From an optimization exercise on the open Yosys and OpenROAD flow, aimed at small area, a short achievable clock period and few clock cycles; shortcuts taken in it are not production practice. Where RTL was checked, it was by simulation tests only, not by an equivalence proof against the original.

// montpow32
module montpow32 (
    input  wire        clk,
    input  wire        rst,       
    input  wire        start,     
    input  wire [1:0]  variant,
    input  wire [31:0] n,
    input  wire [31:0] ninv,
    input  wire [31:0] rmodn,
    input  wire [31:0] base,
    input  wire [31:0] exp,
    output wire        ready,
    output reg         done,
    output wire [31:0] result
);
clock: 15.0 ns
lec_check: 0
cap_margin: 20
core_margin: 2
core_utilization: 40
slew_margin: 20
standard.sh (not shown) runs the stock make flow with config.mk's settings and CLKGATE_MAP_FILE= SYNTH_SCRIPT=/design/flow/synth_recipe.tcl, a recipe that flattens the netlist after the stock synthesis.
==> flow/flow/run.sh <==
#!/bin/bash
# Standard ORFS layout, with repair_timing aiming for extra setup slack.
set -euo pipefail
MARGIN=$(cat flow/margin.txt)
bash standard.sh SETUP_SLACK_MARGIN=$MARGIN finish > make_finish.log 2>&1
==> flow/flow/margin.txt <==
11
Rerun with:
==> flow/flow/margin.txt (replaced) <==
10
After rerunning:
- The new run produced a clean layout
- utilization went down by 1.9 points
- wire length went down by 4.7%
- final area went down by 3.7%
- worst hold slack degrades by 0.0070 ns
- clock skew is about the same
Function was not checked in any run of this note: the RTL went through the layout flow alone.

========
The RTL this note starts from:
==> flow/design.v <==
module montpow32 (
    input  wire        clk,
    input  wire        rst,       
    input  wire        start,     
    input  wire [1:0]  variant,
    input  wire [31:0] n,
    input  wire [31:0] ninv,
    input  wire [31:0] rmodn,
    input  wire [31:0] base,
    input  wire [31:0] exp,
    output wire        ready,
    output reg         done,
    output wire [31:0] result
);
    localparam integer K  = 4;
    localparam integer NC = 32 / K;
    localparam integer CW = (NC > 16) ? 5 : (NC > 8) ? 4 : (NC > 4) ? 3 : (NC > 2) ? 2 : 1;
    localparam [1:0] S_IDLE = 2'd0,
                     S_MUL  = 2'd1,    
                     S_SQ   = 2'd2,    
                     S_FIN  = 2'd3;    
    reg [1:0]    state;
    reg [CW-1:0] cnt;
    reg          pendm;     
    reg          pendc;     
    reg          fin_cp;    
    reg          ready_q;
    reg          fin_mul;   
    reg          first;     
    reg          qany;      
    reg [1:0]  var_q;
    reg [31:0] n_q;
    reg [31:0] res_q;
    reg [31:0] base_q;
    reg [31:0] k_q;
    reg [32:0] s_q;
    reg [32:0] c_q;
    reg           init;      
    reg  [K-1:0]  xd;        
    reg           q0;        
    wire [31:0]   xw   = (state == S_SQ) ? base_q : res_q;
    wire [CW-1:0] cnt1 = cnt + 1'b1;
    wire [K-1:0]  xd_cont = xw[cnt1*K +: K];    
    wire [32:0] ss [0:K];
    wire [32:0] cc [0:K];
    wire [K-1:0] qv;
    wire [K:0]   qc;    
    assign qc[0] = 1'b0;
    assign ss[0] = init ? 33'd0 : s_q;
    assign cc[0] = init ? 33'd0 : c_q;
    genvar gi;
    generate
        for (gi = 0; gi < K; gi = gi + 1) begin : g_step
            wire [33:0] s0 = {1'b0, ss[gi]};
            wire [33:0] c0 = {1'b0, cc[gi]};
            wire [33:0] a  = xd[gi] ? {2'b00, base_q} : 34'd0;
            wire [33:0] m1;
            wire [33:0] c1 = {m1[32:0], 1'b0};
            wire        q;
            wire [33:0] b  = q ? {2'b00, n_q} : 34'd0;
            wire [33:0] s1, s2, m2;
            genvar gj;
            for (gj = 0; gj < 34; gj = gj + 1) begin : g_fa
                assign {m1[gj], s1[gj]} = {1'b0, s0[gj]} + {1'b0, c0[gj]} + {1'b0, a[gj]};
                assign {m2[gj], s2[gj]} = {1'b0, s1[gj]} + {1'b0, c1[gj]} + {1'b0, b[gj]};
            end
            assign      q  = (gi == 0) ? q0 : qc[gi];
            if (gi + 1 < K) begin : g_qn
                assign qc[gi+1] = (s1[1] ^ m1[0] ^ (xd[gi+1] & base_q[0])) ^ (q & ~n_q[1]);
            end else begin : g_qk
                assign qc[gi+1] = s1[1] ^ m1[0] ^ (q & ~n_q[1]);
            end
            wire [33:0] c2 = {m2[32:0], 1'b0};
            assign qv[gi]    = q;
            assign ss[gi+1]  = s2[33:1];
            assign cc[gi+1]  = c2[33:1];
        end
    endgenerate
    wire [32:0] t  = s_q + c_q;
    wire [33:0] o  = var_q[1] ? (qany ? 34'd0 : {2'b00, n_q}) : ~{2'b00, n_q};
    wire [33:0] u  = {1'b0, t} + o + {33'd0, ~var_q[1]};
    wire        use_u   = var_q[1] | ~u[33];
    wire [31:0] fin_res = use_u ? u[31:0] : t[31:0];
    assign ready  = ready_q;
    assign result = res_q;
    always @(posedge clk) begin
        s_q  <= ss[K];
        c_q  <= cc[K];
        qany <= (init ? 1'b0 : qany) | (|qv);
        init <= 1'b0;
        xd   <= xd_cont;
        q0   <= qc[K] ^ (xd_cont[0] & base_q[0]);
        if (rst) begin
            state   <= S_IDLE;
            ready_q <= 1'b1;
            done    <= 1'b0;
            pendm   <= 1'b0;
            pendc   <= 1'b0;
            cnt     <= {CW{1'b0}};
        end else begin
            done <= 1'b0;
            case (state)
                S_IDLE: begin
                    var_q  <= variant;
                    n_q    <= n;
                    base_q <= base;
                    res_q  <= rmodn;
                    k_q    <= exp;
                    first  <= 1'b1;
                    pendm  <= 1'b0;
                    pendc  <= 1'b0;
                    cnt    <= {CW{1'b0}};
                    init   <= 1'b1;
                    xd     <= (exp[0] & variant[1]) ? rmodn[K-1:0] : base[K-1:0];
                    q0     <= ((exp[0] & variant[1]) ? rmodn[0] : base[0]) & base[0];
                    if (start) begin
                        if (exp == 32'd0) begin
                            done <= 1'b1;
                        end else begin
                            ready_q <= 1'b0;
                            if (exp[0] & variant[1]) begin
                                state <= S_MUL;
                            end else begin
                                if (exp[0]) begin
                                    first <= 1'b0;
                                    pendc <= 1'b1;
                                end
                                if (exp[31:1] != 31'd0) begin
                                    state <= S_SQ;
                                end else begin
                                    state   <= S_FIN;
                                    fin_mul <= 1'b1;
                                    fin_cp  <= 1'b1;
                                end
                            end
                        end
                    end
                end
                S_MUL: begin
                    cnt <= cnt + 1'b1;
                    if (cnt == NC - 1) begin
                        cnt   <= {CW{1'b0}};
                        first <= 1'b0;
                        if (k_q[31:1] != 31'd0) begin
                            state <= S_SQ;
                            pendm <= 1'b1;
                            init  <= 1'b1;
                            xd    <= base_q[K-1:0];
                            q0    <= base_q[0];
                        end else begin
                            state   <= S_FIN;
                            fin_mul <= 1'b1;
                            fin_cp  <= 1'b0;
                        end
                    end
                end
                S_SQ: begin
                    if (pendm | pendc)
                        res_q <= pendc ? base_q : fin_res;
                    pendm <= 1'b0;
                    pendc <= 1'b0;
                    cnt <= cnt + 1'b1;
                    if (cnt == NC - 1) begin
                        cnt     <= {CW{1'b0}};
                        state   <= S_FIN;
                        fin_mul <= 1'b0;
                    end
                end
                S_FIN: begin
                    if (fin_mul) begin
                        res_q   <= fin_cp ? base_q : fin_res;
                        done    <= 1'b1;
                        ready_q <= 1'b1;
                        state   <= S_IDLE;
                    end else begin
                        base_q <= fin_res;
                        k_q    <= {1'b0, k_q[31:1]};
                        if (k_q[1] & ~(first & ~var_q[1])) begin
                            state <= S_MUL;
                            init  <= 1'b1;
                            xd    <= res_q[K-1:0];
                            q0    <= res_q[0] & fin_res[0];
                        end else begin
                            if (k_q[1]) begin
                                res_q <= fin_res;
                                first <= 1'b0;
                            end
                            if (k_q[31:2] != 30'd0) begin
                                state <= S_SQ;
                                init  <= 1'b1;
                                xd    <= fin_res[K-1:0];
                                q0    <= fin_res[0];
                            end else begin
                                done    <= 1'b1;
                                ready_q <= 1'b1;
                                state   <= S_IDLE;
                            end
                        end
                    end
                end
            endcase
        end
    end
endmodule
==> flow/config.mk <==
export PLATFORM = sky130hd
export DESIGN_NAME = montpow32
export DESIGN_NICKNAME = montpow32
export VERILOG_FILES = /design/flow/design.v
export SDC_FILE = /design/flow/constraint.sdc
export NUM_CORES = 4
export LEC_CHECK = 0
export CAP_MARGIN = 10
export CORE_MARGIN = 2
export CORE_UTILIZATION = 60
export PLACE_DENSITY = 0.7
export SLEW_MARGIN = 10
==> flow/constraint.sdc <==
create_clock -name core_clock -period 15.0 [get_ports {clk}]
set_input_delay 3.0000 -clock core_clock [delete_from_list [all_inputs] [get_ports {clk}]]
set_output_delay 3.0000 -clock core_clock [all_outputs]
set_load 0.01 [all_outputs]
==> flow/flow/margin.txt <==
10
Scripts as last shown in full above: flow/flow/run.sh
The first run completed with no timing, DRC or antenna violations.
Testbench counts at the start, summed over its fixed seeds: cycles 316,342.
Edit:
Settings changed: CAP_MARGIN 10 to 20, CORE_UTILIZATION 60 to 65, SLEW_MARGIN 10 to 20.
- via count came out higher by 4.9%
- clock skew barely changes
- routed wire length goes up by 11%
- setup slack degrades by 0.076 ns
- critical path depth stays the same
- worst hold slack got worse by 0.014 ns
Edit:
Settings changed: CORE_UTILIZATION 65 to 60, PLACE_DENSITY 0.7 to 0.75.
Effect: Clock-buffer cell count went down by 7. First-iteration DRC count went down by 31%. Fmax went up by 0.52%. Wire length went down by 9.9%.
Edit:
Settings changed: PLACE_DENSITY 0.75 to 0.6.
=>
- The new run finished with timing, DRC and antenna clean
- non-clock buffer count decreases by 3
- routed wire length increases by 6.2%
- global-route usage increases by 0.56 points
- core utilization increases by 0.89 points
- worst setup slack loses 0.17 ns
- synthesized area is unchanged
- via count increases by 1.6%
- final area increases by 1.1%
- register-to-register slack loses 0.17 ns

==> what the ideal ports hide <==
The flow's constraints put no driver on any port. The routed layouts listed below were extracted and timed again, unchanged, in two steps. Step 1: set_driving_cell puts a clkbuf_16 on clk and a buf_2 on each other input, an assumption about the parent block. Step 2 also shifts input and output timing later by t, the mid clock arrival at the registers, as if the neighbouring blocks saw the same clock. Slacks: ideal ports / drivers / drivers and shift; pairs: ideal ports / drivers.
| run | t (ns) | setup WS [ns] | latest minus earliest clock arrival (ns) | worst slew at a driven data input, ns |
|---|---|---|---|---|
| the first run of note 1 | 0.651 | 8.958 / 8.958 / 8.958 | 0.025 / 0.025 | 0.07 |
| the second run of note 1 | 0.653 | 8.756 / 8.756 / 8.756 | 0.023 / 0.023 | 0.06 |
| the first run of note 2 | 0.617 | 9.899 / 9.899 / 9.584 | 0.016 / 0.016 | 0.05 |
| the second run of note 2 | 0.607 | 9.824 / 9.824 / 9.475 | 0.019 / 0.019 | 0.07 |
| the third run of note 2 | 0.605 | 9.851 / 9.851 / 9.531 | 0.010 / 0.010 | 0.08 |
| the fourth run of note 2 | 0.608 | 9.677 / 9.677 / 9.545 | 0.018 / 0.018 | 0.06 |
After both steps setup and hold are still met in every run listed. The setup slack of the second run of note 2, which loses most, moves by 0.000 ns with the drivers and by -0.349 ns with both steps.
